This design comes from an exercise in tuning for small area, a short achievable clock period and few clock cycles on the open sky130 flow, not from production work. Only simulation tests tie the RTL to the original design; equivalence was not proved. No activity file was given, so power comes from the tool's default toggle rates.

### flow/flow/run.sh
#!/bin/bash
# The standard layout (the standard.sh: standard synthesis, then ORFS to
# finish), with two changes to how it is made:
#  - ORFS's own setup repair is asked to leave a slack margin, so that its
#    sizing passes also shorten the paths that already meet the 20 ns clock;
#  - the port buffers that buffer_ports inserts on every input and output are
#    plain buf_1 cells rather than the default pick (a delay buffer).
# The clock, the constraints and every other step are the standard ones.
set -euo pipefail
bash standard.sh SETUP_SLACK_MARGIN=15.0 "BUFFER_PORTS_ARGS=-buffer_cell sky130_fd_sc_hd__buf_1" finish > standard_finish.log 2>&1
### flow/constraint.sdc
create_clock -name core_clock -period 20.0 [get_ports {clk}]
set_input_delay 4.0000 -clock core_clock [delete_from_list [all_inputs] [get_ports {clk}]]
set_output_delay 4.0000 -clock core_clock [all_outputs]
set_load 0.01 [all_outputs]
### flow/config.mk
export PLATFORM = sky130hd
export DESIGN_NAME = ofdmtx_enc
export DESIGN_NICKNAME = ofdmtx_enc
export VERILOG_FILES = /design/flow/design.v
export SDC_FILE = /design/flow/constraint.sdc
export NUM_CORES = 4
export LEC_CHECK = 0
export CAP_MARGIN = 20
export CORE_MARGIN = 2
export CORE_UTILIZATION = 40
export CTS_BUF_LIST = sky130_fd_sc_hd__clkbuf_8 sky130_fd_sc_hd__clkbuf_16
export CTS_CLUSTER_DIAMETER = 70
export CTS_CLUSTER_SIZE = 35
export SLEW_MARGIN = 20
### flow/design.v
module ofdmtx_enc (
    input  wire        clk,
    input  wire        rst,
    input  wire        start_valid,
    output wire        start_ready,
    input  wire [7:0]  cfg_rb,      
    input  wire [11:0] cfg_len,     
    input  wire [6:0]  cfg_seed,    
    input  wire        in_valid,
    output wire        in_ready,
    input  wire [7:0]  in_data,
    output wire        out_valid,
    input  wire        out_ready,
    output wire [5:0]  out_data,
    output wire        out_last,
    output wire        out_err
);
    function [2:0] cost;
        input [1:0] code;
        case (code)
            2'd0: cost = 3'd1;
            2'd1: cost = 3'd2;
            2'd2: cost = 3'd4;
            default: cost = 3'd6;
        endcase
    endfunction
    localparam [1:0] F_IDLE = 2'd0, F_DEC = 2'd1, F_FILL = 2'd2, F_ERR = 2'd3;
    reg [1:0]   fstate;
    reg [7:0]   f_rb;
    reg [11:0]  f_rem;       
    reg [6:0]   scr;         
    reg         f_tdone;     
    reg         f_first;     
    reg [4:0]   f_row;       
    reg         full;        
    reg         full_last;   
    reg         full_err;    
    reg         ch_q;        
    reg         sr_q;        
    reg         ir_q;        
    reg         bv;          
    reg [7:0]   bd;
    reg [149:0] R;
    reg         r_act, r_err, r_last;
    reg [3:0]   f_g;         
    reg [3:0]   r_g;         
    reg [3:0]   r_c;         
    reg [4:0]   r_q;         
    reg [1:0]   r_blk;
    reg [3:0]   r_sc;
    reg [2:0]   r_d;         
    reg         o_v, o_last, o_err;
    reg [5:0]   o_d;
    reg         k_v, k_last, k_err;
    reg [5:0]   k_d;
    assign start_ready = sr_q;
    assign in_ready    = ir_q;
    assign out_valid   = o_v;
    assign out_data    = o_d;
    assign out_last    = o_last;
    assign out_err     = o_err;
    reg [7:0] scr_bits;
    reg [6:0] scr8;
    integer k;
    always @* begin
        scr8 = scr;
        for (k = 0; k < 8; k = k + 1) begin
            scr_bits[k] = scr8[6] ^ scr8[3];
            scr8 = {scr8[5:0], scr8[6] ^ scr8[3]};
        end
    end
    wire rem0     = (f_rem == 12'd0);
    wire rem1     = (f_rem == 12'd1);
    wire row_svc  = f_first && (f_row[4:1] == 4'd0);
    wire row_pay  = !row_svc && !rem0;
    wire row_tail = !row_svc && rem0 && !f_tdone;
    wire [7:0] wbyte = row_pay  ? (scr_bits ^ bd) :
                       row_tail ? {scr_bits[7:6], 6'd0} : scr_bits;
    wire [4:0] f_ncm1 = f_g[3] ? 5'd17 : f_g[2] ? 5'd11 : f_g[1] ? 5'd8 : f_g[0] ? 5'd5 : 5'd2;
    wire row_lastc = (f_row == f_ncm1);
    wire f_s2 = f_g[2], f_s3 = f_g[3];      
    wire filling = (fstate == F_FILL) && !full && ch_q && (!r_act || r_err || !k_v);
    wire wr      = filling && (!row_pay || bv);
    wire pop     = filling && row_pay && bv;
    wire [4:0] g_total = {2'b00, cost(f_rb[1:0])} + {2'b00, cost(f_rb[3:2])}
                       + {2'b00, cost(f_rb[5:4])} + {2'b00, cost(f_rb[7:6])};
    wire g_ok = (g_total == 5'd4) || (g_total == 5'd8) || (g_total == 5'd12) ||
                (g_total == 5'd16) || (g_total == 5'd24);
    reg [17:0] V;
    reg [5:0]  N;
    integer r;
    always @* begin
        for (r = 0; r < 18; r = r + 1)
            V[r] = R[8*r+6] ^ R[8*r+4] ^ R[8*r+3] ^ R[8*r] ^
                   (r_c[0] ? R[8*r+5] : R[8*r+1]);
        for (r = 0; r < 6; r = r + 1)
            N[r] = r_c[0] ? (R[8*r+7] ^ R[8*r+5] ^ R[8*r+4] ^ R[8*r+2] ^ R[8*r+1])
                          : (R[8*r+6] ^ R[8*r+5] ^ R[8*r+4] ^ R[8*r+3] ^ R[8*r]);
    end
    wire [4:0] r_ncol = r_g[3] ? 5'd18 : r_g[2] ? 5'd12 : r_g[1] ? 5'd9 : r_g[0] ? 5'd6 : 5'd3;
    reg [1:0] r_cm3, ncm3;    
    always @* begin
        case (r_c)
            4'd0, 4'd3, 4'd6, 4'd9, 4'd12, 4'd15: begin r_cm3 = 2'd0; ncm3 = 2'd1; end
            4'd1, 4'd4, 4'd7, 4'd10, 4'd13:       begin r_cm3 = 2'd1; ncm3 = 2'd2; end
            default:                              begin r_cm3 = 2'd2; ncm3 = 2'd0; end
        endcase
    end
    reg [23:0] U;
    always @* begin
        U = {6'd0, V};
        if (r_g[0]) U[11:6]  = N;
        if (r_g[1]) U[14:9]  = N;
        if (r_g[2]) U[17:12] = N;
        if (r_g[3]) U[23:18] = N;
    end
    function [5:0] perm6;
        input [5:0] x;
        input s2, s3, odd;
        input [1:0] m3;
        begin
            perm6 = x;
            if (s2 && odd) perm6 = {x[4], x[5], x[2], x[3], x[0], x[1]};
            if (s3) case (m3)
                2'd1: perm6 = {x[3], x[5], x[4], x[0], x[2], x[1]};
                2'd2: perm6 = {x[4], x[3], x[5], x[1], x[0], x[2]};
                default: ;
            endcase
        end
    endfunction
    wire [1:0] qg = (r_q >= 5'd12) ? 2'd2 : (r_q >= 5'd6) ? 2'd1 : 2'd0;
    wire [4:0] q6 = r_q - {1'b0, qg, 2'b00} - {2'b00, qg, 1'b0};
    wire [2:0] qm = q6[2:0];
    wire [5:0] lo = U[6*qg +: 6];
    wire [5:0] hi = U[6*qg + 6 +: 6];
    wire hi_next = (r_g[2] && qg == 2'd1) || (r_g[3] && qg == 2'd2);
    wire [5:0] lop = perm6(lo, r_g[2], r_g[3], r_c[0], r_cm3);
    wire [5:0] hip = perm6(hi, r_g[2], r_g[3], hi_next ? !r_c[0] : r_c[0], hi_next ? ncm3 : r_cm3);
    wire [11:0] W  = {hip, lop} >> qm;
    wire [5:0] beat_d = W[5:0] & {{2{r_d[2] & r_d[1]}}, {2{r_d[2]}}, !r_d[0], 1'b1};
    wire sym_end   = (r_blk == 2'd3) && (r_sc == 4'd11);
    wire beat_last = r_err || (r_last && sym_end);
    wire produce   = r_act && !k_v;
    wire done      = produce && (r_err || sym_end);
    wire pickup    = full && (!r_act || done);
    wire [4:0] qd      = r_q + {2'b00, r_d};
    wire       xcol    = (qd >= r_ncol);
    wire [4:0] q_adv   = xcol ? qd - r_ncol : qd;
    wire [3:0] c_adv   = xcol ? r_c + 4'd1 : r_c;
    wire [1:0] blk_n1  = r_blk + 2'd1;
    wire [2:0] d_adv   = (r_sc == 4'd11) ? cost(f_rb[2*blk_n1 +: 2]) : r_d;
    wire       shift   = produce && !r_err && xcol && r_c[0] && (r_c != 4'd15);
    wire       r_act_n = pickup || (r_act && !done);
    wire [4:0] r_q_n   = pickup ? 5'd0 : (produce && !r_err) ? q_adv : r_q;
    wire [3:0] r_c_n   = pickup ? 4'd0 : (produce && !r_err) ? c_adv : r_c;
    reg [1:0] fstate_n;
    reg       full_n;
    always @* begin
        fstate_n = fstate;
        full_n   = full;
        case (fstate)
            F_IDLE: if (start_valid && sr_q) fstate_n = F_DEC;
            F_DEC:  fstate_n = g_ok ? F_FILL : F_ERR;
            F_FILL: if (wr && row_lastc) begin
                full_n = 1'b1;
                if (f_tdone || row_tail) fstate_n = F_IDLE;
            end
            default: if (!full) begin
                full_n   = 1'b1;
                fstate_n = F_IDLE;
            end
        endcase
        if (pickup) full_n = 1'b0;
    end
    wire       dec       = (fstate == F_DEC);
    wire       s2_n      = pickup ? f_s2 : r_g[2];
    wire       rdy_n     = !r_act_n || (pickup ? full_err : r_err);
    wire       c15_n     = (r_c_n == 4'd15);
    wire [4:0] row0      = dec ? 5'd0 : f_row;
    wire       first0    = dec || f_first;
    wire       pay0      = !(first0 && row0[4:1] == 4'd0) && !dec && !rem0;
    wire       chase_n   = rdy_n || (c15_n && (r_q_n >= 5'd2 + {4'd0, s2_n}));
    wire       k_v_n     = o_v && !out_ready && (k_v || produce);
    wire       mv_n      = rdy_n || !k_v_n;
    wire       ir0       = (fstate_n == F_FILL) && !full_n && chase_n && mv_n && pay0;    
    wire [4:0] row1      = f_row + 5'd1;
    wire       pay1      = !(f_first && row1[4:1] == 4'd0) && (row_pay ? !rem1 : !rem0);
    wire       ir1       = !row_lastc && chase_n && mv_n && pay1;
    wire       bv_n      = (bv && !pop) || (in_valid && ir_q);
    wire [5:0] hist = r_g[3] ? R[137 +: 6] : r_g[2] ? R[89 +: 6] : r_g[1] ? R[65 +: 6] :
                      r_g[0] ? R[41 +: 6] : R[17 +: 6];
    always @(posedge clk)
        if (shift || (wr && f_row == 5'd0))
            R[5:0] <= shift ? R[6:1] : (f_first ? 6'd0 : hist);
    genvar gr;
    generate
        for (gr = 0; gr < 18; gr = gr + 1) begin : g_row
            wire [8:0] up = (gr == 17) ? {1'b0, R[6+8*gr +: 8]} : R[6+8*gr +: 9];
            always @(posedge clk)
                if (shift || (wr && f_row == gr))
                    R[6+8*gr +: 8] <= shift ? up[8:1] : wbyte;
        end
    endgenerate
    always @(posedge clk) begin
        if (rst) begin
            fstate <= F_IDLE;
            full   <= 1'b0;
            sr_q   <= 1'b1;
            ir_q   <= 1'b1;
            bv     <= 1'b0;
            ch_q   <= 1'b0;
            r_act  <= 1'b0;
            o_v    <= 1'b0;
            k_v    <= 1'b0;
        end else begin
            fstate <= fstate_n;
            full   <= full_n;
            sr_q   <= (fstate_n == F_IDLE) && !full_n && (rdy_n || c15_n);
            ch_q   <= chase_n;
            bv     <= bv_n;
            ir_q   <= !bv_n || (wr ? ir1 : ir0);
            r_act  <= r_act_n;
            if (!o_v || out_ready) begin
                if (k_v) begin
                    o_v <= 1'b1;
                    k_v <= 1'b0;
                end else begin
                    o_v <= produce;
                end
            end else if (produce) begin
                k_v <= 1'b1;
            end
        end
        if (!o_v || out_ready) begin
            if (k_v) begin
                o_d <= k_d; o_last <= k_last; o_err <= k_err;
            end else begin
                o_d <= beat_d & {6{!r_err}}; o_last <= beat_last; o_err <= r_err;
            end
        end
        if (produce) begin
            k_d <= beat_d & {6{!r_err}}; k_last <= beat_last; k_err <= r_err;
        end
        if (!bv || pop) bd <= in_data;
        if (fstate == F_IDLE && !full && (!r_act || r_err || r_c == 4'd15)) begin    
            f_rb  <= cfg_rb;
            f_rem <= cfg_len;
            scr   <= cfg_seed;
        end
        if (fstate == F_DEC) begin
            f_g       <= {g_total == 5'd24, g_total == 5'd16, g_total == 5'd12, g_total == 5'd8};
            f_tdone   <= 1'b0;
            f_first   <= 1'b1;
            f_row     <= 5'd0;
            full_err  <= !g_ok;
            full_last <= 1'b1;
        end
        if (wr) begin
            scr <= scr8;
            if (row_pay) f_rem <= f_rem - 12'd1;
            if (row_tail) f_tdone <= 1'b1;
            if (row_lastc) begin
                f_row     <= 5'd0;
                f_first   <= 1'b0;
                full_last <= f_tdone || row_tail;
            end else begin
                f_row <= f_row + 5'd1;
            end
        end
        if (pickup) begin
            r_err  <= full_err;
            r_last <= full_last;
            r_g    <= f_g;
            r_blk  <= 2'd0;
            r_sc   <= 4'd0;
            r_d    <= cost(f_rb[1:0]);
        end else if (produce && !r_err) begin
            r_d  <= d_adv;
            if (r_sc == 4'd11) begin
                r_sc  <= 4'd0;
                r_blk <= blk_n1;
            end else begin
                r_sc <= r_sc + 4'd1;
            end
        end
        r_q <= r_q_n;
        r_c <= r_c_n;
    end
endmodule
### flow/standard.sh
#!/bin/bash
# synth_recipe.tcl (not shown) runs the flow's synth.tcl, then flattens the netlist and writes it again
# the make line also repeats each setting of config.mk as NAME=value (left out here)
make -C /OpenROAD-flow-scripts/flow DESIGN_CONFIG=/design/flow/config.mk WORK_HOME=/design/flow/orfs CLKGATE_MAP_FILE= SYNTH_SCRIPT=/design/flow/synth_recipe.tcl "${@:-finish}"
==> flow_summary.yaml, run 1 <==
critical_path:
  required_ns: 16.00
  cp-start-kind: "register"
  cp_slowest_cell: "edfxtp_1"
  critPathMaxStageDelay_ns: 0.38
  cp-end-kind: "primary output"
  setup.worst_path.class: "reg -> out"
  crit_family: "flip-flops"
  path_buf_inv: 1
  crit_chain: "clkbuf_2"
  cp_data_arrival_time_ns: 1.03
  cp_max_fo: 1
placement:
  dp_hpwl_mm: 24.13
  port_buffers: 50
  gp_congestion: 0.8467
floorplan:
  boundaryPins: 51
  die_w_um: 194.5
  coreArea_sq_um: 35660
  rows: 69
  die-area_sq_um: 37840
  die_y_um: 194.5
  start_util_pct: 40.72
global_routing:
  grtUsageMet2_pct: 31.06
  top_usage_layer: "met2"
  grt_pass1_vias: 10269
  met1_usage_pct: 24.87
  grt_overflow: 0
  grt_use_met3_pct: 2.499
  grt_max_degree: 75
  antenna_found_initial: 0
  grt_pass1_wl_mm: 56.04
  grt_usage_pct: 18.43
final_layout:
  fin_util_pct: 44.74
  num_antenna_cells: 0
  layout-drive-gt1-share_pct: 7.193
  nNetsFinal: 1486
  synthToLayoutAreaGrowth_pct: 9.876
pwr:
  p_seq_share_pct: 30.5
  switchingPower_mw: 1.222
  p_sw_share_pct: 43.32
  p_clk_share_pct: 15.5
  total_power_mw: 2.821
  peakVddDrop_mv: 0.1082
  p_int_mw: 1.599
  combinationalPowerShare_pct: 54.0
  p_per_area_nw_per_um2: 176.8
  p_leak_nw: 6.438
synth:
  syn_avg_cell_area_sq_um: 10.50
  synth_top_cell_area_share_pct: 41.99
  ys_types: 74
  synth_common_cells: "203 x edfxtp_1, 176 x nor2_1, 116 x a21o_1"
  ys_seq_area_share_pct: 48.60
  synth_area_leaders: "edfxtp_1 42%, dfxtp_1 6.6%, a21o_1 6.0%"
  yosys.cell_count.top_type: "edfxtp_1"
  async_flop_share_pct: 0
  yosysTopAreaCell: "edfxtp_1"
  ys.flop_type: "edfxtp_1"
  synth.cell_area_sq_um: 14520
  ys_ff_latch: 251
  synth_edf_count: 203
  syn-num-nets: 1465
  ys_warn_count: 1
  syn_inst: 1383
sta:
  slew_headroom_pct: 35.75
  drv_slew: 0
  fin_hold_ws_ns: 0.4532
  tightestPinTransition_ns: 0.9637
  setup_tns_ns: 0
  hold_viol: 0
  fin_crit_ns: 5.034
  min_period_over_period_pct: 25.17
  grt_setup_unrepaired: "true"
  finalSetupViolCount: 0
  clock_skew_ns: 0.04458
  fmax_mhz: 198.6
clock_network:
  clkTransAtPathRegs_ns: 0.08
  cts_max_path_buffers: 3
  ctsHoldBuffers: 0
  cts_inserted_buffers: 20
  root_buffer: "clkbuf_16"
  htreeDepth: 1
  cts_tree: "built"
  cts_sinks: 251
  clk_latency_ns: 0.55
route:
  post_drt_wl_per_cell_um: 18.71
  finalWirelength_mm: 35.15
  routed_via_density: 5.594
  ant_nets: 0
  drt_iter0_drc: 803
  drc_errors: 0
  vias: 10512
  first_pass_iters: 5
job:
  drv_cap: 0
outcome:
  status: "timing/DRC/antenna clean"
min_path:
  hold_path.class: "reg -> reg"
state kept, by name (all words and copies together) (netlist names), 6 cells and up:
name,cells
bd,8
f_rem,12
o_d,6
f_rb,8
R,150
scr,7
k_d,6
timing repair:
action                                  4_1_cts  5_1_grt
pin swaps                                     0        0
hold endpoints to repair                      0        0
endpoints found under the setup margin       11       83
resized for setup                             8        9
setup buffers                                 0        3
power by group through the flow:
stage	registers [mW]	logic, mW	clock network, mW
after CTS	0.858	1.53	0.448
after global placement	0.868	1.49	0
after global routing	0.869	1.71	0.467
after detailed placement	0.870	1.53	0
final	0.859	1.52	0.438
after floorplan	0.843	1.11	0
through the flow:
| stage | area [sq um] | worst slack, ns | std cells |
|---|---|---|---|
| after floorplan | 14520 | 15.05 | 1383 |
| after global placement | 15160 | 14.80 | 1840 |
| after detailed placement | 15160 | 14.76 | 1840 |
| after CTS | 15910 | 14.93 | 1876 |
| after global routing | 15950 | 14.92 | 1879 |
| final | 15950 | 14.97 | 1879 |
layout by cell type (no fill, tap or decap), types with 15 or more instances in the layout:
| cell type | synthesis | final |
|---|---|---|
| nor3_1 | 19 | 19 |
| buf_1 | 5 | 40 |
| clkbuf_16 | 0 | 20 |
| a21o_1 | 116 | 116 |
| o221ai_1 | 15 | 15 |
| ha_1 | 34 | 34 |
| inv_1 | 59 | 60 |
| xor2_1 | 21 | 21 |
| nand2_1 | 113 | 113 |
| nand3_1 | 33 | 33 |
| xnor2_1 | 64 | 64 |
| buf_4 | 1 | 25 |
| a21oi_1 | 68 | 68 |
| o21ai_0 | 57 | 52 |
| edfxtp_1 | 203 | 203 |
| nor2_1 | 176 | 175 |
| dfxtp_1 | 48 | 44 |
| xnor3_1 | 25 | 25 |
| mux2i_1 | 51 | 51 |
layer usage:
layer  share of wire [%]  routed length (um)
met1                  45               15910
met2                  47               16560
met3                 5.1                1792
met4                 2.5                 882
met5                   0                   0
logic make-up (layout without fill, tap and decap cells):
logic type / Yosys count / after routing / synth area share (%)
flip-flops: 251 / 251 / 48.60
AO/OA/AOI/OAI: 378 / 378 / 18.05
XOR/XNOR: 110 / 110 / 9.006
adder cells (fa/ha/maj): 42 / 42 / 4.033
buffers and inverters: 136 / 171 / 3.585
multiplexers: 63 / 63 / 4.679
AND/OR/NAND/NOR: 403 / 403 / 12.04
cell type report:
| cell class | instances | area [sq um] |
|---|---|---|
| multi-input cells | 996 | 6950 |
| clock buffers | 21 | 514.2 |
| flip-flops and latches | 251 | 7062 |
| clock inverters | 15 | 217.7 |
| fillers | 3354 | 19700 |
| repair buffers | 75 | 406.6 |
| inverters | 60 | 225.2 |
| well taps | 461 | 576.8 |
path summary, 6_finish.rpt:
kind	endpoint	from	slack, ns	cells after the start
max	out_err	o_err	14.97	1
min	r_last	full_last	0.45	0
max reg2reg	ir_q	r_g[1]	15.50	17
min reg2reg	r_last	full_last	0.45	0
Testbench counts, summed over its fixed seeds: cycles 75,348.
==> inputs of run 2 (changes only) <==
--- a/flow/config.mk
+++ b/flow/config.mk
@@ -8,7 +8,6 @@
 export CAP_MARGIN = 20
 export CORE_MARGIN = 2
 export CORE_UTILIZATION = 40
-export CTS_BUF_LIST = sky130_fd_sc_hd__clkbuf_8 sky130_fd_sc_hd__clkbuf_16
 export CTS_CLUSTER_DIAMETER = 70
 export CTS_CLUSTER_SIZE = 35
 export SLEW_MARGIN = 20
==> flow_summary.yaml, run 2 <==
outcome:
  status: "timing/DRC/antenna clean"
clock_network:
  clk_latency_ns: 0.55
  cts_sinks: 251
  cts_tree: "built"
  root_buffer: "clkbuf_16"
  htreeDepth: 1
  cts_max_path_buffers: 3
  clkTransAtPathRegs_ns: 0.09
  cts_inserted_buffers: 20
final_layout:
  regArea_sq_um: 7062
  num_antenna_cells: 0
  multiInputGateArea_sq_um: 6950
  nNetsFinal: 1486
  reg_top3: "R x150, f_rem x12"
  largest_reg_flops: 150
  top_register: "R"
  layout-drive-gt1-share_pct: 7.193
  layoutNonFillerInstCount: 1879
  mostFrequentLayoutCell: "edfxtp_1"
  n_fill_cell: 3354
  final_cell_mix: "203 x edfxtp_1, 175 x nor2_1, 116 x a21o_1, 113 x nand2_1, 68 x a21oi_1"
  synthToLayoutAreaGrowth_pct: 9.876
route:
  drt_iter0_drc: 798
  wl_met2_mm: 16.57
  post_drt_wl_per_cell_um: 18.70
  first_pass_iters: 5
  routed_via_density: 5.596
  met1_length_mm: 15.92
  finalWirelength_mm: 35.15
  drc_errors: 0
  vias: 10514
  highest_layer: "met4"
  route.met3.wl_mm: 1.781
  ant_nets: 0
min_path:
  hold_path.class: "reg -> reg"
  worstHoldPathCells: 0
  holdPathEnd: "r_last"
  min_from: "full_last"
critical_path:
  setup.worst_path.class: "reg -> out"
  cp_data_arrival_time_ns: 1.03
  critPathLaunch: "o_err"
  r2r_setup_slack_ns: 15.50
  cp-start-kind: "register"
  reg2reg_depth: 17
  crit_family: "flip-flops"
  path_buf_inv: 1
  crit_chain: "clkbuf_2"
  cp_slowest_cell: "edfxtp_1"
  required_ns: 16.00
  r2r_end: "ir_q"
  critPathMaxStageDelay_ns: 0.38
  cp_max_fo: 1
  reg2reg_from: "r_g[1]"
  cp-end-kind: "primary output"
global_routing:
  grt_max_degree: 75
  antenna_found_initial: 0
  grt_pass1_vias: 10269
  grt_overflow: 0
  grt_usage_pct: 18.43
  grt_pass1_wl_mm: 56.04
synth:
  yosys.cell_count.top_type: "edfxtp_1"
  syn-num-nets: 1465
  ys_warn_count: 1
  synth.cell_area_sq_um: 14520
  synth_edf_count: 203
  yosysTopAreaCell: "edfxtp_1"
  synth_area_leaders: "edfxtp_1 42%, dfxtp_1 6.6%, a21o_1 6.0%"
  syn_avg_cell_area_sq_um: 10.50
  synth_top_cell_area_share_pct: 41.99
  ys_seq_area_share_pct: 48.60
  synth_common_cells: "203 x edfxtp_1, 176 x nor2_1, 116 x a21o_1"
  ys_types: 74
  ys_ff_latch: 251
  ys.flop_type: "edfxtp_1"
  async_flop_share_pct: 0
  syn_inst: 1383
placement:
  pre_cts_slack_ns: 14.76
  dp_hpwl_mm: 24.13
  gp_congestion: 0.8467
  placed_cells: 1840
  port_buffers: 50
sta:
  fmax_mhz: 198.6
  tightestPinTransition_ns: 0.9638
  drv_slew: 0
  hold_viol: 0
  finalSetupViolCount: 0
  clock_skew_ns: 0.04463
  setup_tns_ns: 0
  fin_crit_ns: 5.034
  layout_setup_ws_ns: 14.97
  min_period_over_period_pct: 25.17
  fin_hold_ws_ns: 0.4532
  slew_headroom_pct: 35.74
  grt_setup_unrepaired: "true"
pwr:
  peakVddDrop_mv: 0.1082
  p_leak_nw: 6.433
  p_per_area_nw_per_um2: 176.9
  total_power_mw: 2.822
floorplan:
  die-area_sq_um: 37840
  boundaryPins: 51
  coreArea_sq_um: 35660
  die_y_um: 194.5
  die_w_um: 194.5
  start_util_pct: 40.72
  rows: 69
job:
  drv_cap: 0
[run 2: cell types whose count changed in the layout (fill, tap and decap cells not counted), sizes merged]
cell	before	now
clkbuf	28	29
inv	68	67
[run 2: cell families (layout without fill, tap and decap cells)]
kind of cell	count (synthesis)	count (layout)	share of synthesized area [%]
AO/OA/AOI/OAI	378	378	18.05
flip-flops	251	251	48.60
AND/OR/NAND/NOR	403	403	12.04
multiplexers	63	63	4.679
adder cells (fa/ha/maj)	42	42	4.033
buffers and inverters	136	171	3.585
XOR/XNOR	110	110	9.006
[run 2: worst max path at each step]
stage / end / slack (ns) / cells past startpoint
final: out_err / 14.97 / 1
after global routing: out_err / 14.92 / 1
after CTS: out_err / 14.93 / 1
after detailed placement: ir_q / 14.76 / 5
after global placement: ir_q / 14.80 / 5
after floorplan: ir_q / 15.05 / 7
[run 2: report_power, final]
group          switching, mW  leakage (nW)  total [mW]  internal (mW)
clock network          0.230         0.354       0.438          0.209
logic                  0.927          3.81        1.52          0.598
registers             0.0657          2.27       0.859          0.793
total                   1.22          6.43        2.82           1.60
[run 2: layer usage]
metal	global-route usage [%]	vias to the layer above
li1	-	5095
met1	24.87	5139
met2	31.06	234
met3	2.499	46
met4	5.214	0
met5	0	-
[run 2: worst reg2reg max path: stages (launching register included)]
cell and delay [ns]:
edfxtp_1 0.79, o21ai_0 0.41, inv_1 0.13, ha_1 0.31, a21o_1 0.10, a21o_1 0.11
a21oi_1 0.06, o21bai_1 0.46, buf_4 0.25, nand2_1 0.10, xor2_1 0.19, or2_2 0.30
inv_1 0.10, ha_1 0.15, inv_1 0.04, o31ai_1 0.39, o41ai_1 0.19, o31ai_1 0.28
[run 2: repair_timing]
| action | CTS | global route |
|---|---|---|
| buffers inserted | 0 | 3 |
| resized for setup | 8 | 9 |
| hold buffers | 0 | 0 |
| endpoints found under the setup margin | 11 | 83 |
| cloned | 0 | 0 |
[run 2: area by class of cell]
class / instances / share of cell area, %
clock inverter: 14 / 1.341
timing repair buffer: 75 / 2.549
tap: 461 / 3.616
clock buffer: 22 / 3.247
sequential: 251 / 44.27
inverter: 60 / 1.412
multi-input combinational: 996 / 43.57
[run 2: per-stage QoR]
stage | utilization [%] | cell area, sq um
finish | 44.74 | 15950
floorplan | - | 14520
global route | 44.74 | 15950
CTS | 44.63 | 15910
global placement | 42.51 | 15160
detailed placement | 42.52 | 15160
==> inputs of run 3 (changes only) <==
--- a/flow/config.mk
+++ b/flow/config.mk
@@ -5,9 +5,9 @@
 export SDC_FILE = /design/flow/constraint.sdc
 export NUM_CORES = 4
 export LEC_CHECK = 0
-export CAP_MARGIN = 20
+export CAP_MARGIN = 5
 export CORE_MARGIN = 2
 export CORE_UTILIZATION = 40
 export CTS_CLUSTER_DIAMETER = 70
 export CTS_CLUSTER_SIZE = 35
-export SLEW_MARGIN = 20
+export SLEW_MARGIN = 5
==> flow_summary.yaml, run 3 <==
synth:
  ys.flop_type: "edfxtp_1"
  synth_edf_count: 203
  ys_seq_area_share_pct: 48.60
  ys_ff_latch: 251
  yosysTopAreaCell: "edfxtp_1"
  synth.cell_area_sq_um: 14520
  syn_inst: 1383
  ys_warn_count: 1
  synth_common_cells: "203 x edfxtp_1, 176 x nor2_1, 116 x a21o_1"
  synth_area_leaders: "edfxtp_1 42%, dfxtp_1 6.6%, a21o_1 6.0%"
  async_flop_share_pct: 0
  ys_types: 74
  syn_avg_cell_area_sq_um: 10.50
  yosys.cell_count.top_type: "edfxtp_1"
  syn-num-nets: 1465
  synth_top_cell_area_share_pct: 41.99
route:
  drc_errors: 0
  vias: 10596
  post_drt_wl_per_cell_um: 18.83
  drt_iter0_drc: 819
  first_pass_iters: 6
  routed_via_density: 5.648
  ant_nets: 0
  finalWirelength_mm: 35.32
final_layout:
  nNetsFinal: 1485
  top_register: "R"
  synthToLayoutAreaGrowth_pct: 9.454
  largest_reg_flops: 150
  multiInputGateArea_sq_um: 6950
  num_antenna_cells: 0
  layout-drive-gt1-share_pct: 6.996
  mostFrequentLayoutCell: "edfxtp_1"
  reg_top3: "R x150, f_rem x12"
  n_fill_cell: 3417
  final_cell_mix: "203 x edfxtp_1, 175 x nor2_1, 116 x a21o_1, 113 x nand2_1, 68 x a21oi_1"
  regArea_sq_um: 7062
clock_network:
  ctsHoldBuffers: 0
  cts_sinks: 251
  cts_tree: "built"
  htreeDepth: 1
  cts_max_path_buffers: 3
  root_buffer: "clkbuf_16"
  clkTransAtPathRegs_ns: 0.09
  clk_latency_ns: 0.55
  cts_inserted_buffers: 18
pwr:
  p_leak_nw: 6.405
  p_sw_share_pct: 43.20
  p_int_mw: 1.590
  p_per_area_nw_per_um2: 176.1
  combinationalPowerShare_pct: 54.6
  peakVddDrop_mv: 0.1062
  p_clk_share_pct: 14.7
  switchingPower_mw: 1.209
  p_seq_share_pct: 30.7
placement:
  gp_congestion: 0.8467
  port_buffers: 50
  dp_hpwl_mm: 24.21
  pre_cts_slack_ns: 14.77
global_routing:
  grt_usage_pct: 18.47
  antenna_found_initial: 0
  grt_overflow: 0
  grt_use_met3_pct: 2.169
  met1_usage_pct: 25.17
  grtUsageMet2_pct: 30.85
  grt_max_degree: 75
  top_usage_layer: "met2"
  grt_pass1_wl_mm: 56.28
  grt_pass1_vias: 10258
critical_path:
  cp-start-kind: "register"
  crit_family: "flip-flops"
  reg2reg_depth: 14
  path_buf_inv: 1
  cp_slowest_cell: "edfxtp_1"
  critPathMaxStageDelay_ns: 0.39
  cp-end-kind: "primary output"
  crit_chain: "clkbuf_2"
  path_depth: 1
  reg2reg_from: "r_q[3]"
  setup.worst_path.class: "reg -> out"
  critPathLaunch: "o_d[0]"
  cp_max_fo: 1
  required_ns: 16.00
  cp_data_arrival_time_ns: 1.05
sta:
  grt_setup_unrepaired: "true"
  finalSetupViolCount: 0
  setup_tns_ns: 0
  fin_crit_ns: 5.045
  drv_slew: 0
  slew_headroom_pct: 18.71
  clock_skew_ns: 0.06125
  fmax_mhz: 198.2
  fin_hold_ws_ns: 0.4567
  hold_viol: 0
  layout_setup_ws_ns: 14.95
  min_period_over_period_pct: 25.23
  tightestPinTransition_ns: 1.207
min_path:
  hold_path.class: "reg -> reg"
  min_from: "full_last"
  worstHoldPathCells: 0
outcome:
  status: "timing/DRC/antenna clean"
floorplan:
  rows: 69
  start_util_pct: 40.72
  boundaryPins: 51
  die_y_um: 194.5
  die-area_sq_um: 37840
  die_w_um: 194.5
  coreArea_sq_um: 35660
job:
  drv_cap: 0
[run 3: cell counts after synthesis]
No cell type changed its count.
[run 3: logic make-up after synthesis]
| logic type | after synthesis | synth area share [%] |
|---|---|---|
| AO/OA/AOI/OAI | 378 | 18.05 |
| XOR/XNOR | 110 | 9.006 |
| adder cells (fa/ha/maj) | 42 | 4.033 |
| buffers and inverters | 136 | 3.585 |
| flip-flops | 251 | 48.60 |
| multiplexers | 63 | 4.679 |
| AND/OR/NAND/NOR | 403 | 12.04 |
[run 3: final timing paths]
path / end / slack [ns]
setup / recovery: out_data[0] / 14.95
hold / removal: r_last / 0.46
setup reg to reg: o_d[4] / 15.47
hold reg to reg: r_last / 0.46
[run 3: area by class of cell]
| class | instances | share of cell area, % |
|---|---|---|
| sequential | 251 | 44.44 |
| multi-input combinational | 996 | 43.74 |
| tap | 461 | 3.630 |
| clock buffer | 21 | 2.968 |
| timing repair buffer | 76 | 2.614 |
| inverter | 60 | 1.417 |
| clock inverter | 11 | 1.197 |
[run 3: power groups by stage]
stage	combinational, mW	sequential (mW)	clock (mW)
3_5_place_dp	1.52	0.870	0
6_report	1.53	0.860	0.411
3_3_place_gp	1.49	0.868	0
2_1_floorplan	1.11	0.843	0
5_1_grt	1.71	0.869	0.439
4_1_cts	1.53	0.859	0.422
[run 3: timing repair]
item,CTS,global route
pin swaps,0,0
endpoints found under the hold margin,0,0
endpoints found under the setup margin,11,21
setup buffers,0,4
resized for setup,8,10
[run 3: metrics by stage]
| stage | std cells | power [mW] | util (%) | cell area (sq um) |
|---|---|---|---|---|
| floorplan | 1383 | 1.958 | - | 14520 |
| global placement | 1840 | 2.358 | 42.51 | 15160 |
| detailed placement | 1840 | 2.393 | 42.51 | 15160 |
| CTS | 1872 | 2.814 | 44.42 | 15840 |
| global route | 1876 | 3.016 | 44.57 | 15890 |
| finish | 1876 | 2.799 | 44.57 | 15890 |
[run 3: routing by layer]
metal | vias up | part of all wire, % | wire [um]
li1 | 5088 | - | -
met5 | - | 0 | 0
met1 | 5189 | 45 | 15990
met4 | 0 | 2.9 | 1040
met2 | 262 | 47 | 16680
met3 | 57 | 4.6 | 1609
==> inputs of run 4 (changes only) <==
--- a/flow/design.v
+++ b/flow/design.v
@@ -32,6 +32,7 @@
     reg         f_tdone;     
     reg         f_first;     
     reg [4:0]   f_row;       
+    reg [5:0]   hist;        
     reg         full;        
     reg         full_last;   
     reg         full_err;    
@@ -187,8 +188,6 @@
     wire       pay1      = !(f_first && row1[4:1] == 4'd0) && (row_pay ? !rem1 : !rem0);
     wire       ir1       = !row_lastc && chase_n && mv_n && pay1;
     wire       bv_n      = (bv && !pop) || (in_valid && ir_q);
-    wire [5:0] hist = r_g[3] ? R[137 +: 6] : r_g[2] ? R[89 +: 6] : r_g[1] ? R[65 +: 6] :
-                      r_g[0] ? R[41 +: 6] : R[17 +: 6];
     always @(posedge clk)
         if (shift || (wr && f_row == 5'd0))
             R[5:0] <= shift ? R[6:1] : (f_first ? 6'd0 : hist);
@@ -262,6 +261,7 @@
             if (row_lastc) begin
                 f_row     <= 5'd0;
                 f_first   <= 1'b0;
+                hist      <= wbyte[7:2];
                 full_last <= f_tdone || row_tail;
             end else begin
                 f_row <= f_row + 5'd1;
==> flow/flow/run.sh (replaced) <==
#!/bin/bash
# The standard layout (the standard.sh: standard synthesis, then ORFS to
# finish), with these changes to how it is made:
#  - ORFS's own setup repair is asked to leave a slack margin, so that its
#    sizing passes also shorten the paths that already meet the 20 ns clock;
#  - the port buffers that buffer_ports inserts on every input and output are
#    plain buf_1 cells rather than the default pick (a delay buffer);
#  - clock tree synthesis uses the clustering of config.mk and inserts no
#    dummy balancing loads (the same arguments ORFS builds, plus
#    -dont_use_dummy_load).
# The clock, the constraints and every other step are the standard ones.
set -euo pipefail
bash standard.sh SETUP_SLACK_MARGIN=15.0 \
    "BUFFER_PORTS_ARGS=-buffer_cell sky130_fd_sc_hd__buf_1" \
    "CTS_ARGS=-sink_clustering_enable -repair_clock_nets -sink_clustering_size 40 -sink_clustering_max_diameter 70 -dont_use_dummy_load" \
    finish > standard_finish.log 2>&1
==> flow/config.mk (replaced) <==
export PLATFORM = sky130hd
export DESIGN_NAME = ofdmtx_enc
export DESIGN_NICKNAME = ofdmtx_enc
export VERILOG_FILES = /design/flow/design.v
export SDC_FILE = /design/flow/constraint.sdc
export NUM_CORES = 4
export LEC_CHECK = 0
export CAP_MARGIN = 20
export CORE_MARGIN = 2
export CORE_UTILIZATION = 40
export CTS_CLUSTER_DIAMETER = 70
export CTS_CLUSTER_SIZE = 40
export SLEW_MARGIN = 20
==> flow_summary.yaml, run 4 <==
outcome:
  status: "timing/DRC/antenna clean"
pwr:
  p_per_area_nw_per_um2: 180.2
  peakVddDrop_mv: 0.1101
  switchingPower_mw: 1.226
  p_sw_share_pct: 43.33
  p_leak_nw: 6.171
  total_power_mw: 2.830
  p_clk_share_pct: 11.4
  p_int_mw: 1.604
  combinationalPowerShare_pct: 56.9
  p_seq_share_pct: 31.7
route:
  drc_errors: 0
  vias: 10249
  first_pass_iters: 5
  drt_iter0_drc: 870
  ant_nets: 0
  finalWirelength_mm: 34.48
  routed_via_density: 5.522
  post_drt_wl_per_cell_um: 18.58
clock_network:
  clk_latency_ns: 0.53
  cts_inserted_buffers: 17
  root_buffer: "clkbuf_16"
  htreeDepth: 1
  clkTransAtPathRegs_ns: 0.10
  cts_max_path_buffers: 3
  cts_tree: "built"
  cts_sinks: 257
synth:
  synth_edf_count: 209
  synth.cell_area_sq_um: 14640
  ys_types: 87
  yosysTopAreaCell: "edfxtp_1"
  synth_area_leaders: "edfxtp_1 43%, nor2_1 6.6%, dfxtp_1 6.6%"
  ys_seq_area_share_pct: 49.43
  ys.flop_type: "edfxtp_1"
  ys_warn_count: 1
  syn_avg_cell_area_sq_um: 10.62
  ys_ff_latch: 257
  syn_inst: 1378
  async_flop_share_pct: 0
  yosys.cell_count.top_type: "nor2_1"
  syn-num-nets: 1460
  synth_common_cells: "257 x nor2_1, 209 x edfxtp_1, 110 x nand2_1"
  synth_top_cell_area_share_pct: 42.87
critical_path:
  setup.worst_path.class: "reg -> out"
  cp-end-kind: "primary output"
  critPathMaxStageDelay_ns: 0.37
  required_ns: 16.00
  crit_chain: "clkbuf_2"
  cp_slowest_cell: "edfxtp_1"
  crit_family: "flip-flops"
  path_buf_inv: 1
  cp_max_fo: 1
  cp-start-kind: "register"
  cp_data_arrival_time_ns: 1.01
sta:
  drv_slew: 0
  finalSetupViolCount: 0
  hold_viol: 0
  grt_setup_unrepaired: "true"
  fin_crit_ns: 5.009
  tightestPinTransition_ns: 1.085
  min_period_over_period_pct: 25.04
  clock_skew_ns: 0.07323
  slew_headroom_pct: 26.90
  fmax_mhz: 199.6
  setup_tns_ns: 0
final_layout:
  num_antenna_cells: 0
  synthToLayoutAreaGrowth_pct: 7.256
  layout-drive-gt1-share_pct: 7.493
  reg_top3: "R x150, f_rem x12"
  top_register: "R"
  nNetsFinal: 1472
  mostFrequentLayoutCell: "nor2_1"
  largest_reg_flops: 150
  final_cell_mix: "257 x nor2_1, 209 x edfxtp_1, 110 x nand2_1, 71 x a21o_1, 52 x xnor2_1"
floorplan:
  rows: 70
  die-area_sq_um: 38150
  die_y_um: 195.3
  start_util_pct: 40.28
  boundaryPins: 51
  die_w_um: 195.3
  coreArea_sq_um: 36350
placement:
  dp_hpwl_mm: 23.89
  gp_congestion: 0.8561
  port_buffers: 50
global_routing:
  grt_pass1_wl_mm: 55.20
  antenna_found_initial: 0
  grt_overflow: 0
  grt_usage_pct: 18.02
  grt_max_degree: 71
  grt_pass1_vias: 10026
job:
  drv_cap: 0
min_path:
  hold_path.class: "reg -> reg"
-- run 4: changes by cell type after synthesis, moves of 11 or more --
cell | previous run | this run
nor2_1 | 176 | 257
o221ai_1 | 15 | 3
a21o_1 | 116 | 71
clkbuf_1 | 65 | 54
mux2i_1 | 51 | 40
xnor2_1 | 64 | 52
a21oi_1 | 68 | 34
inv_1 | 59 | 45
-- run 4: path summary, 6_finish.rpt --
kind                                 from      end  slack, ns  depth (start not counted)
worst max-delay path                o_err  out_err      14.99                          1
worst min-delay path            full_last   r_last       0.46                          0
worst max register to register     r_q[3]   o_d[1]      15.28                         15
worst min register to register  full_last   r_last       0.46                          0
-- run 4: layout make-up --
| type | count | area, sq um |
|---|---|---|
| Fill cell | 3447 | 20640 |
| Sequential cell | 257 | 7243 |
| Multi-Input combinational cell | 998 | 6925 |
| Tap cell | 468 | 585.6 |
| Clock buffer | 17 | 425.4 |
| Timing Repair Buffer | 68 | 342.8 |
| Inverter | 48 | 180.2 |
-- run 4: metal layers --
layer	wire, um	GRT usage, %
met1	15890	25.28
met2	16520	30.19
met3	1528	1.831
met4	546	4.156
met5	0	0
-- run 4: timing repair --
action	in CTS	in global routing
gates resized for setup	5	7
buffers inserted	1	0
gates cloned	0	0
setup endpoints to repair	4	31
hold buffers	0	0
-- run 4: through the flow --
stage	hold WS, ns	instance area, sq um	setup WS (ns)	std cells	util (%)
finish	0.4559	15700	14.99	1856	43.20
global route	0.4635	15700	14.93	1856	43.20
CTS	0.4646	15680	14.96	1856	43.13
detailed placement	0.4619	15230	14.85	1838	41.90
global placement	0.4624	15220	14.87	1837	41.88
floorplan	0.4064	14640	15.06	1378	-
-- run 4: logic make-up after synthesis --
| kind of cell | synth area share [%] |
|---|---|
| adder cells (fa/ha/maj) | 4.000 |
| multiplexers | 4.196 |
| XOR/XNOR | 9.298 |
| flip-flops | 49.43 |
| AND/OR/NAND/NOR | 15.08 |
| AO/OA/AOI/OAI | 14.60 |
| buffers and inverters | 3.393 |
-- run 4: power groups by stage --
stage	Sequential, mW	Combinational [mW]	Clock (mW)
3_3_place_gp	0.907	1.57	0
4_1_cts	0.897	1.61	0.332
3_5_place_dp	0.909	1.61	0
5_1_grt	0.908	1.79	0.348
2_1_floorplan	0.881	1.18	0
6_report	0.897	1.61	0.324
Testbench counts of run 4, summed over its fixed seeds: cycles 75,348.
==> inputs of run 5 (changes only) <==
--- a/flow/flow/run.sh
+++ b/flow/flow/run.sh
@@ -12,5 +12,5 @@
 set -euo pipefail
 bash standard.sh SETUP_SLACK_MARGIN=15.0 \
     "BUFFER_PORTS_ARGS=-buffer_cell sky130_fd_sc_hd__buf_1" \
-    "CTS_ARGS=-sink_clustering_enable -repair_clock_nets -sink_clustering_size 40 -sink_clustering_max_diameter 70 -dont_use_dummy_load" \
+    "CTS_ARGS=-sink_clustering_enable -repair_clock_nets -sink_clustering_size 35 -sink_clustering_max_diameter 70 -dont_use_dummy_load" \
     finish > standard_finish.log 2>&1
--- a/flow/config.mk
+++ b/flow/config.mk
@@ -9,5 +9,5 @@
 export CORE_MARGIN = 2
 export CORE_UTILIZATION = 40
 export CTS_CLUSTER_DIAMETER = 70
-export CTS_CLUSTER_SIZE = 40
+export CTS_CLUSTER_SIZE = 35
 export SLEW_MARGIN = 20
==> flow_summary.yaml, run 5 <==
final_layout:
  reg_top3: "R x150, f_rem x12"
  layout-drive-gt1-share_pct: 7.493
  largest_reg_flops: 150
  regArea_sq_um: 7243
  n_fill_cell: 3447
  mostFrequentLayoutCell: "nor2_1"
  nNetsFinal: 1472
  num_antenna_cells: 0
  synthToLayoutAreaGrowth_pct: 7.256
  multiInputGateArea_sq_um: 6925
  final_cell_mix: "257 x nor2_1, 209 x edfxtp_1, 110 x nand2_1, 71 x a21o_1, 52 x xnor2_1"
  top_register: "R"
min_path:
  worstHoldPathCells: 0
  hold_path.class: "reg -> reg"
critical_path:
  reg2reg_from: "r_q[3]"
  crit_family: "flip-flops"
  reg2reg_depth: 15
  required_ns: 16.00
  cp_data_arrival_time_ns: 1.01
  worstSetupEndpoint: "out_err"
  cp-end-kind: "primary output"
  cp_slowest_cell: "edfxtp_1"
  r2r_end: "o_d[1]"
  r2r_setup_slack_ns: 15.28
  crit_chain: "clkbuf_2"
  setup.worst_path.class: "reg -> out"
  cp-start-kind: "register"
  path_depth: 1
  path_buf_inv: 1
  critPathLaunch: "o_err"
  critPathMaxStageDelay_ns: 0.37
  cp_max_fo: 1
route:
  first_pass_iters: 5
  ant_nets: 0
  finalWirelength_mm: 34.48
  drt_iter0_drc: 870
  vias: 10249
  drc_errors: 0
  routed_via_density: 5.522
  post_drt_wl_per_cell_um: 18.58
synth:
  yosys.cell_count.top_type: "nor2_1"
  syn-num-nets: 1460
  synth_top_cell_area_share_pct: 42.87
  synth_common_cells: "257 x nor2_1, 209 x edfxtp_1, 110 x nand2_1"
  ys_types: 87
  ys_warn_count: 1
  ys_seq_area_share_pct: 49.43
  synth_edf_count: 209
  ys.flop_type: "edfxtp_1"
  yosysTopAreaCell: "edfxtp_1"
  ys_ff_latch: 257
  async_flop_share_pct: 0
  synth_area_leaders: "edfxtp_1 43%, nor2_1 6.6%, dfxtp_1 6.6%"
  syn_inst: 1378
  synth.cell_area_sq_um: 14640
  syn_avg_cell_area_sq_um: 10.62
global_routing:
  grt_use_met3_pct: 1.831
  top_usage_layer: "met2"
  grt_max_degree: 71
  grt_pass1_vias: 10026
  grt_pass1_wl_mm: 55.20
  grtUsageMet2_pct: 30.19
  grt_usage_pct: 18.02
  antenna_found_initial: 0
  met1_usage_pct: 25.28
  grt_overflow: 0
sta:
  fin_crit_ns: 5.009
  drv_slew: 0
  fin_hold_ws_ns: 0.4559
  slew_headroom_pct: 26.90
  finalSetupViolCount: 0
  grt_setup_unrepaired: "true"
  fmax_mhz: 199.6
  min_period_over_period_pct: 25.04
  tightestPinTransition_ns: 1.085
  hold_viol: 0
  setup_tns_ns: 0
  clock_skew_ns: 0.07323
pwr:
  p_leak_nw: 6.171
  total_power_mw: 2.830
  p_per_area_nw_per_um2: 180.2
  peakVddDrop_mv: 0.1101
job:
  drv_cap: 0
floorplan:
  start_util_pct: 40.28
  rows: 70
  coreArea_sq_um: 36350
  die-area_sq_um: 38150
  die_w_um: 195.3
  die_y_um: 195.3
  boundaryPins: 51
clock_network:
  clkTransAtPathRegs_ns: 0.10
  clk_latency_ns: 0.53
  cts_tree: "built"
  cts_max_path_buffers: 3
  ctsHoldBuffers: 0
  root_buffer: "clkbuf_16"
  htreeDepth: 1
  cts_sinks: 257
  cts_inserted_buffers: 17
outcome:
  status: "timing/DRC/antenna clean"
placement:
  port_buffers: 50
  dp_hpwl_mm: 23.89
  gp_congestion: 0.8561
[run 5: cell counts in the layout (fill, tap and decap cells not counted)]
Identical to the previous run, type by type.
[run 5: layout make-up]
| type | instances | area share, % |
|---|---|---|
| clock buffer | 17 | 2.709 |
| sequential | 257 | 46.13 |
| multi-input combinational | 998 | 44.10 |
| inverter | 48 | 1.147 |
| timing repair buffer | 68 | 2.183 |
| tap | 468 | 3.729 |
[run 5: power breakdown]
group	leakage, nW	switching [mW]	internal, mW	total [mW]
sequential	2.33	0.0693	0.828	0.897
combinational	3.63	0.985	0.624	1.61
clock	0.209	0.172	0.152	0.324
total	6.17	1.23	1.60	2.83
[run 5: per-stage QoR]
step	utilization, %	instances	cell area [sq um]	setup WS, ns
after floorplan	-	1378	14640	15.06
after global placement	41.88	1837	15220	14.87
final	43.20	1856	15700	14.99
after detailed placement	41.90	1838	15230	14.85
after CTS	43.13	1856	15680	14.96
after global routing	43.20	1856	15700	14.93
[run 5: kinds of logic (layout without fill, tap and decap cells)]
logic type                 count (synthesis)  in the layout  synth area share, %
AOI/OAI and AO/OA                        288            288                14.60
and+or+nand+nor                          504            504                15.08
adders and majority gates                 42             42                4.000
muxes                                     55             55                4.196
buffers and inverters                    123            133                3.393
DFF                                      257            257                49.43
xor gates and xnor gates                 109            109                9.298
[run 5: worst min path at each step]
stage | slack (ns) | from | endpoint
after floorplan | 0.41 | r_err | k_err
after global placement | 0.46 | full_last | r_last
after detailed placement | 0.46 | full_last | r_last
after CTS | 0.46 | full_last | r_last
after global routing | 0.46 | full_last | r_last
final | 0.46 | full_last | r_last
[run 5: repair_timing]
action | CTS | global route
gates resized for setup | 5 | 7
endpoints found under the setup margin | 4 | 31
buffers inserted | 1 | 0
[run 5: metal layers]
layer	part of all wire [%]	wire length, um	vias up
li1	-	-	4964
met1	46	15890	5001
met2	48	16520	250
met3	4.4	1528	34
met4	1.6	546	0
met5	0	0	-
==> inputs of run 6 (changes only) <==
--- a/flow/design.v
+++ b/flow/design.v
@@ -32,7 +32,6 @@
     reg         f_tdone;     
     reg         f_first;     
     reg [4:0]   f_row;       
-    reg [5:0]   hist;        
     reg         full;        
     reg         full_last;   
     reg         full_err;    
@@ -188,6 +187,8 @@
     wire       pay1      = !(f_first && row1[4:1] == 4'd0) && (row_pay ? !rem1 : !rem0);
     wire       ir1       = !row_lastc && chase_n && mv_n && pay1;
     wire       bv_n      = (bv && !pop) || (in_valid && ir_q);
+    wire [5:0] hist = r_g[3] ? R[137 +: 6] : r_g[2] ? R[89 +: 6] : r_g[1] ? R[65 +: 6] :
+                      r_g[0] ? R[41 +: 6] : R[17 +: 6];
     always @(posedge clk)
         if (shift || (wr && f_row == 5'd0))
             R[5:0] <= shift ? R[6:1] : (f_first ? 6'd0 : hist);
@@ -261,7 +262,6 @@
             if (row_lastc) begin
                 f_row     <= 5'd0;
                 f_first   <= 1'b0;
-                hist      <= wbyte[7:2];
                 full_last <= f_tdone || row_tail;
             end else begin
                 f_row <= f_row + 5'd1;
==> flow_summary.yaml, run 6 <==
outcome:
  status: "timing/DRC/antenna clean"
floorplan:
  rows: 69
  die_w_um: 194.5
  die-area_sq_um: 37840
  die_y_um: 194.5
  start_util_pct: 40.72
  coreArea_sq_um: 35660
  boundaryPins: 51
pwr:
  p_clk_share_pct: 12.9
  p_seq_share_pct: 31.4
  total_power_mw: 2.736
  p_leak_nw: 6.318
  peakVddDrop_mv: 0.09375
  switchingPower_mw: 1.168
  p_int_mw: 1.567
  p_per_area_nw_per_um2: 174.2
  p_sw_share_pct: 42.71
  combinationalPowerShare_pct: 55.7
final_layout:
  largest_reg_flops: 150
  synthToLayoutAreaGrowth_pct: 8.178
  final_cell_mix: "203 x edfxtp_1, 175 x nor2_1, 116 x a21o_1, 113 x nand2_1, 68 x a21oi_1"
  num_antenna_cells: 0
  layout-drive-gt1-share_pct: 6.063
  n_fill_cell: 3362
  reg_top3: "R x150, f_rem x12"
  nNetsFinal: 1486
  mostFrequentLayoutCell: "edfxtp_1"
  top_register: "R"
critical_path:
  cp_data_arrival_time_ns: 0.99
  crit_chain: "clkbuf_2"
  cp-start-kind: "register"
  setup.worst_path.class: "reg -> out"
  crit_family: "flip-flops"
  cp-end-kind: "primary output"
  critPathMaxStageDelay_ns: 0.37
  path_buf_inv: 1
  cp_max_fo: 1
  required_ns: 16.00
  cp_slowest_cell: "edfxtp_1"
placement:
  port_buffers: 50
  gp_congestion: 0.8467
  dp_hpwl_mm: 24.13
  pre_cts_slack_ns: 14.76
synth:
  ys_types: 74
  synth-simple-area-share_pct: 12.04
  synth-compound-area-share_pct: 18.05
  synth.cell_area_sq_um: 14520
  ys_ff_latch: 251
  ys_seq_area_share_pct: 48.60
  synth_top_family_by_area: "compound AO/OA/AOI/OAI gates"
  yosys.cell_count.top_type: "edfxtp_1"
  async_flop_share_pct: 0
  synth-adder-area-share_pct: 4.033
  ys_warn_count: 1
  synth_common_cells: "203 x edfxtp_1, 176 x nor2_1, 116 x a21o_1"
  synth_edf_count: 203
  synth_top_cell_area_share_pct: 41.99
  muxShareOfSynthArea_pct: 4.679
  syn-num-nets: 1465
  syn_inst: 1383
  ys.flop_type: "edfxtp_1"
  synth-xor-area-share_pct: 9.006
  synth_area_leaders: "edfxtp_1 42%, dfxtp_1 6.6%, a21o_1 6.0%"
  yosysTopAreaCell: "edfxtp_1"
  syn_avg_cell_area_sq_um: 10.50
sta:
  hold_viol: 0
  fin_hold_ws_ns: 0.4466
  clock_skew_ns: 0.09316
  tightestPinTransition_ns: 0.9658
  layout_setup_ws_ns: 15.01
  setup_tns_ns: 0
  finalSetupViolCount: 0
  grt_setup_unrepaired: "true"
  fin_crit_ns: 4.992
  slew_headroom_pct: 35.61
  drv_slew: 0
  min_period_over_period_pct: 24.96
  fmax_mhz: 200.3
global_routing:
  grt_pass1_wl_mm: 55.74
  grt_usage_pct: 18.34
  grt_max_degree: 75
  antenna_found_initial: 0
  grt_pass1_vias: 10224
  grt_overflow: 0
route:
  finalWirelength_mm: 35.11
  vias: 10469
  highest_layer: "met4"
  route.met3.wl_mm: 1.613
  ant_nets: 0
  first_pass_iters: 5
  drc_errors: 0
  met1_length_mm: 15.99
  post_drt_wl_per_cell_um: 18.85
  wl_met2_mm: 16.66
  routed_via_density: 5.619
  drt_iter0_drc: 725
clock_network:
  ctsHoldBuffers: 0
  cts_tree: "built"
  htreeDepth: 1
  clkTransAtPathRegs_ns: 0.07
  cts_inserted_buffers: 20
  root_buffer: "clkbuf_16"
  clk_latency_ns: 0.54
  cts_max_path_buffers: 3
  cts_sinks: 251
job:
  drv_cap: 0
min_path:
  hold_path.class: "reg -> reg"
## run 6: changes by cell type after synthesis, sizes merged, moves of 9 or more
cell / delta
mux2i: +11
o221ai: +12
a21o: +45
inv: +13
a21oi: +33
nor2: -83
buf: -9
clkbuf: +10
o221a: -9
## run 6: final timing paths
kind / from / end / slack (ns) / cells after the start
worst max-delay path: o_err / out_err / 15.01 / 1
worst min register to register: full_last / r_last / 0.45 / 0
worst max register to register: r_g[1] / ir_q / 15.48 / 17
worst min-delay path: full_last / r_last / 0.45 / 0
## run 6: what timing repair did
action / 4_1_cts / 5_1_grt
pin swaps: 0 / 0
cloned: 0 / 0
gates resized for setup: 2 / 11
setup buffers: 0 / 3
endpoints found under the setup margin: 6 / 51
## run 6: kinds of logic after synthesis
group	count (synthesis)
AND/OR/NAND/NOR	403
buffers and inverters	136
flip-flops	251
multiplexers	63
XOR/XNOR	110
adder cells (fa/ha/maj)	42
AO/OA/AOI/OAI	378
## run 6: power groups by stage
stage / sequential (mW) / clock (mW) / combinational (mW)
6_report: 0.859 / 0.352 / 1.52
5_1_grt: 0.869 / 0.379 / 1.70
4_1_cts: 0.858 / 0.363 / 1.53
3_5_place_dp: 0.870 / 0 / 1.53
3_3_place_gp: 0.868 / 0 / 1.49
2_1_floorplan: 0.843 / 0 / 1.11
## run 6: metal layers
layer | track usage, % | up-vias
li1 | - | 5067
met1 | 24.87 | 5142
met2 | 31.08 | 216
met3 | 2.325 | 44
met4 | 4.786 | 0
met5 | 0 | -
## run 6: through the flow
stage	instance area, sq um	utilization [%]	cells
2_1_floorplan	14520	-	1383
3_5_place_dp	15160	42.52	1840
5_1_grt	15710	44.05	1863
6_report	15710	44.05	1863
4_1_cts	15660	43.93	1860
3_3_place_gp	15160	42.51	1840
## run 6: area by class of cell
class                           instances  area (sq um)  area share, %
Inverter                               60         225.2          1.434
Clock buffer                           20         500.5          3.186
Tap cell                              461         576.8          3.672
Sequential cell                       251          7061          44.95
Timing Repair Buffer                   75         392.9          2.501
Multi-Input combinational cell        996          6950          44.25
Testbench counts of run 6, summed over its fixed seeds: cycles 75,348.
==> inputs of run 7 (changes only) <==
--- a/flow/flow/run.sh
+++ b/flow/flow/run.sh
@@ -10,7 +10,7 @@
 #    -dont_use_dummy_load).
 # The clock, the constraints and every other step are the standard ones.
 set -euo pipefail
-bash standard.sh SETUP_SLACK_MARGIN=15.0 \
+bash standard.sh SETUP_SLACK_MARGIN=15.4 \
     "BUFFER_PORTS_ARGS=-buffer_cell sky130_fd_sc_hd__buf_1" \
     "CTS_ARGS=-sink_clustering_enable -repair_clock_nets -sink_clustering_size 35 -sink_clustering_max_diameter 70 -dont_use_dummy_load" \
     finish > standard_finish.log 2>&1
==> flow_summary.yaml, run 7 <==
floorplan:
  start_util_pct: 40.72
  rows: 69
  coreArea_sq_um: 35660
  boundaryPins: 51
  die-area_sq_um: 37840
  die_w_um: 194.5
  die_y_um: 194.5
final_layout:
  top_register: "R"
  nNetsFinal: 1485
  layout-drive-gt1-share_pct: 6.424
  final_cell_mix: "203 x edfxtp_1, 175 x nor2_1, 116 x a21o_1, 113 x nand2_1, 68 x a21oi_1"
  n_fill_cell: 3420
  mostFrequentLayoutCell: "edfxtp_1"
  largest_reg_flops: 150
  synthToLayoutAreaGrowth_pct: 8.264
  reg_top3: "R x150, f_rem x12"
  num_antenna_cells: 0
  fin_area_sq_um: 15720
synth:
  ys_ff_latch: 251
  synth_edf_count: 203
  synth_area_leaders: "edfxtp_1 42%, dfxtp_1 6.6%, a21o_1 6.0%"
  synth.cell_area_sq_um: 14520
  syn_avg_cell_area_sq_um: 10.50
  ys_seq_area_share_pct: 48.60
  syn-num-nets: 1465
  ys_warn_count: 1
  yosysTopAreaCell: "edfxtp_1"
  ys.flop_type: "edfxtp_1"
  yosys.cell_count.top_type: "edfxtp_1"
  async_flop_share_pct: 0
  ys_types: 74
  syn_inst: 1383
  synth_common_cells: "203 x edfxtp_1, 176 x nor2_1, 116 x a21o_1"
  synth_top_cell_area_share_pct: 41.99
critical_path:
  path_buf_inv: 1
  cp_max_fo: 1
  setup.worst_path.class: "reg -> out"
  crit_family: "flip-flops"
  cp_slowest_cell: "edfxtp_1"
  cp_data_arrival_time_ns: 1.06
  cp-start-kind: "register"
  critPathMaxStageDelay_ns: 0.40
  required_ns: 16.00
  crit_chain: "clkbuf_2"
  cp-end-kind: "primary output"
sta:
  hold_viol: 0
  tightestPinTransition_ns: 0.9770
  fin_crit_ns: 5.063
  drv_slew: 0
  slew_headroom_pct: 34.87
  grt_setup_unrepaired: "true"
  clock_skew_ns: 0.06761
  min_period_over_period_pct: 25.32
  fmax_mhz: 197.5
  finalSetupViolCount: 0
  setup_tns_ns: 0
clock_network:
  cts_max_path_buffers: 3
  ctsHoldBuffers: 0
  htreeDepth: 1
  cts_sinks: 251
  cts_inserted_buffers: 19
  root_buffer: "clkbuf_16"
  clk_latency_ns: 0.53
  cts_tree: "built"
  clkTransAtPathRegs_ns: 0.09
route:
  finalWirelength_mm: 35.51
  post_drt_wl_per_cell_um: 19.07
  routed_via_density: 5.655
  vias: 10530
  drt_iter0_drc: 751
  first_pass_iters: 5
  ant_nets: 0
  drc_errors: 0
global_routing:
  antenna_found_initial: 0
  grt_pass1_vias: 10460
  grt_pass1_wl_mm: 56.71
  grt_usage_pct: 18.59
  grt_overflow: 0
  grt_max_degree: 75
pwr:
  p_leak_nw: 6.333
  peakVddDrop_mv: 0.1460
  p_per_area_nw_per_um2: 173.8
  total_power_mw: 2.732
min_path:
  hold_path.class: "reg -> reg"
placement:
  port_buffers: 50
  placed_area_sq_um: 15170
  dp_hpwl_mm: 24.43
  gp_congestion: 0.8462
job:
  drv_cap: 0
outcome:
  status: "timing/DRC/antenna clean"
-- run 7: cell count changes in the layout (fill, tap and decap cells not counted), sizes merged --
cell	change
clkbuf	-1
clkinv	-1
inv	+1
-- run 7: path summary, 6_finish.rpt --
| kind | cells past startpoint | slack [ns] | from | end |
|---|---|---|---|---|
| max | 1 | 14.94 | o_d[0] | out_data[0] |
| min | 0 | 0.46 | full_last | r_last |
| max reg2reg | 17 | 15.76 | r_g[1] | ir_q |
| min reg2reg | 0 | 0.46 | full_last | r_last |
-- run 7: per-stage QoR --
stage / util, % / instances / hold WS [ns] / setup slack, ns
floorplan: - / 1383 / 0.4097 / 15.05
global placement: 42.54 / 1840 / 0.4217 / 14.91
detailed placement: 42.55 / 1840 / 0.4323 / 14.83
CTS: 43.96 / 1859 / 0.4605 / 14.92
global route: 44.09 / 1862 / 0.4945 / 14.92
finish: 44.09 / 1862 / 0.4594 / 14.94
-- run 7: power breakdown --
part	switching, mW	internal (mW)	leakage [nW]
sequential	0.0683	0.794	2.27
clock	0.173	0.168	0.234
combinational	0.930	0.599	3.82
total	1.17	1.56	6.33
-- run 7: layout make-up --
type                            instances  area, sq um  area share [%]
Clock buffer                           19        475.5           3.025
Inverter                               60        225.2           1.433
Multi-Input combinational cell        996         6973           44.36
Sequential cell                       251         7062           44.93
Tap cell                              461        576.8           3.670
Timing Repair Buffer                   75        406.6           2.587
-- run 7: cells by family after synthesis --
| kind of cell | Yosys count | synth area share, % |
|---|---|---|
| buf+inv | 136 | 3.585 |
| compound gates | 378 | 18.05 |
| mux | 63 | 4.679 |
| simple gates | 403 | 12.04 |
| flops | 251 | 48.60 |
| fa+ha+maj | 42 | 4.033 |
| xor+xnor | 110 | 9.006 |
-- run 7: metal layers --
metal	GRT usage, %	up-vias	wire (um)
met5	0	-	0
li1	-	5066	-
met1	24.78	5153	15910
met4	5.014	0	816
met2	32.01	261	17180
met3	2.256	50	1599
-- run 7: repair_timing --
item                                    4_1_cts  5_1_grt
buffers inserted                              0        3
endpoints found under the setup margin       13       84
pin swaps                                     0        2
resized for setup                             9       12

afterwards: timing with drivers on the ports:
Ports are ideal in the flow. The routed layouts listed here were re-timed in OpenROAD. Step 1 sets driving cells, clkbuf_16 on the clock port and buf_2 on the other inputs (assumed; they add their load-dependent delay and slew). Step 2 adds t to the input delays and takes it off the output delays; t is the mean of the earliest and latest rising clock arrival at the registers after step 1. Input paths then give back, and output paths get back, about the clock's delay inside the block. a / b / c = no drivers / after step 1 / after step 2; a / b = the first two.
| run | t, ns | slack for setup (ns) | worst data-port slew with drivers (ns) | cell pins on the clock port's net |
|---|---|---|---|---|
| run 1 | 0.580 | 14.966 / 14.912 / 14.797 | 0.04 | 1 |
| run 2 | 0.580 | 14.966 / 14.912 / 14.797 | 0.04 | 1 |
| run 3 | 0.574 | 14.955 / 14.905 / 14.801 | 0.04 | 1 |
| run 4 | 0.543 | 14.991 / 14.940 / 14.884 | 0.04 | 1 |
| run 5 | 0.543 | 14.991 / 14.940 / 14.884 | 0.04 | 1 |
| run 6 | 0.551 | 15.008 / 14.955 / 14.787 | 0.04 | 1 |
| run 7 | 0.545 | 14.937 / 14.887 / 14.852 | 0.04 | 1 |
After both steps every run listed still meets setup and hold. The setup slack of run 6, which loses most, moves by -0.053 ns with the drivers and by -0.221 ns with both steps.
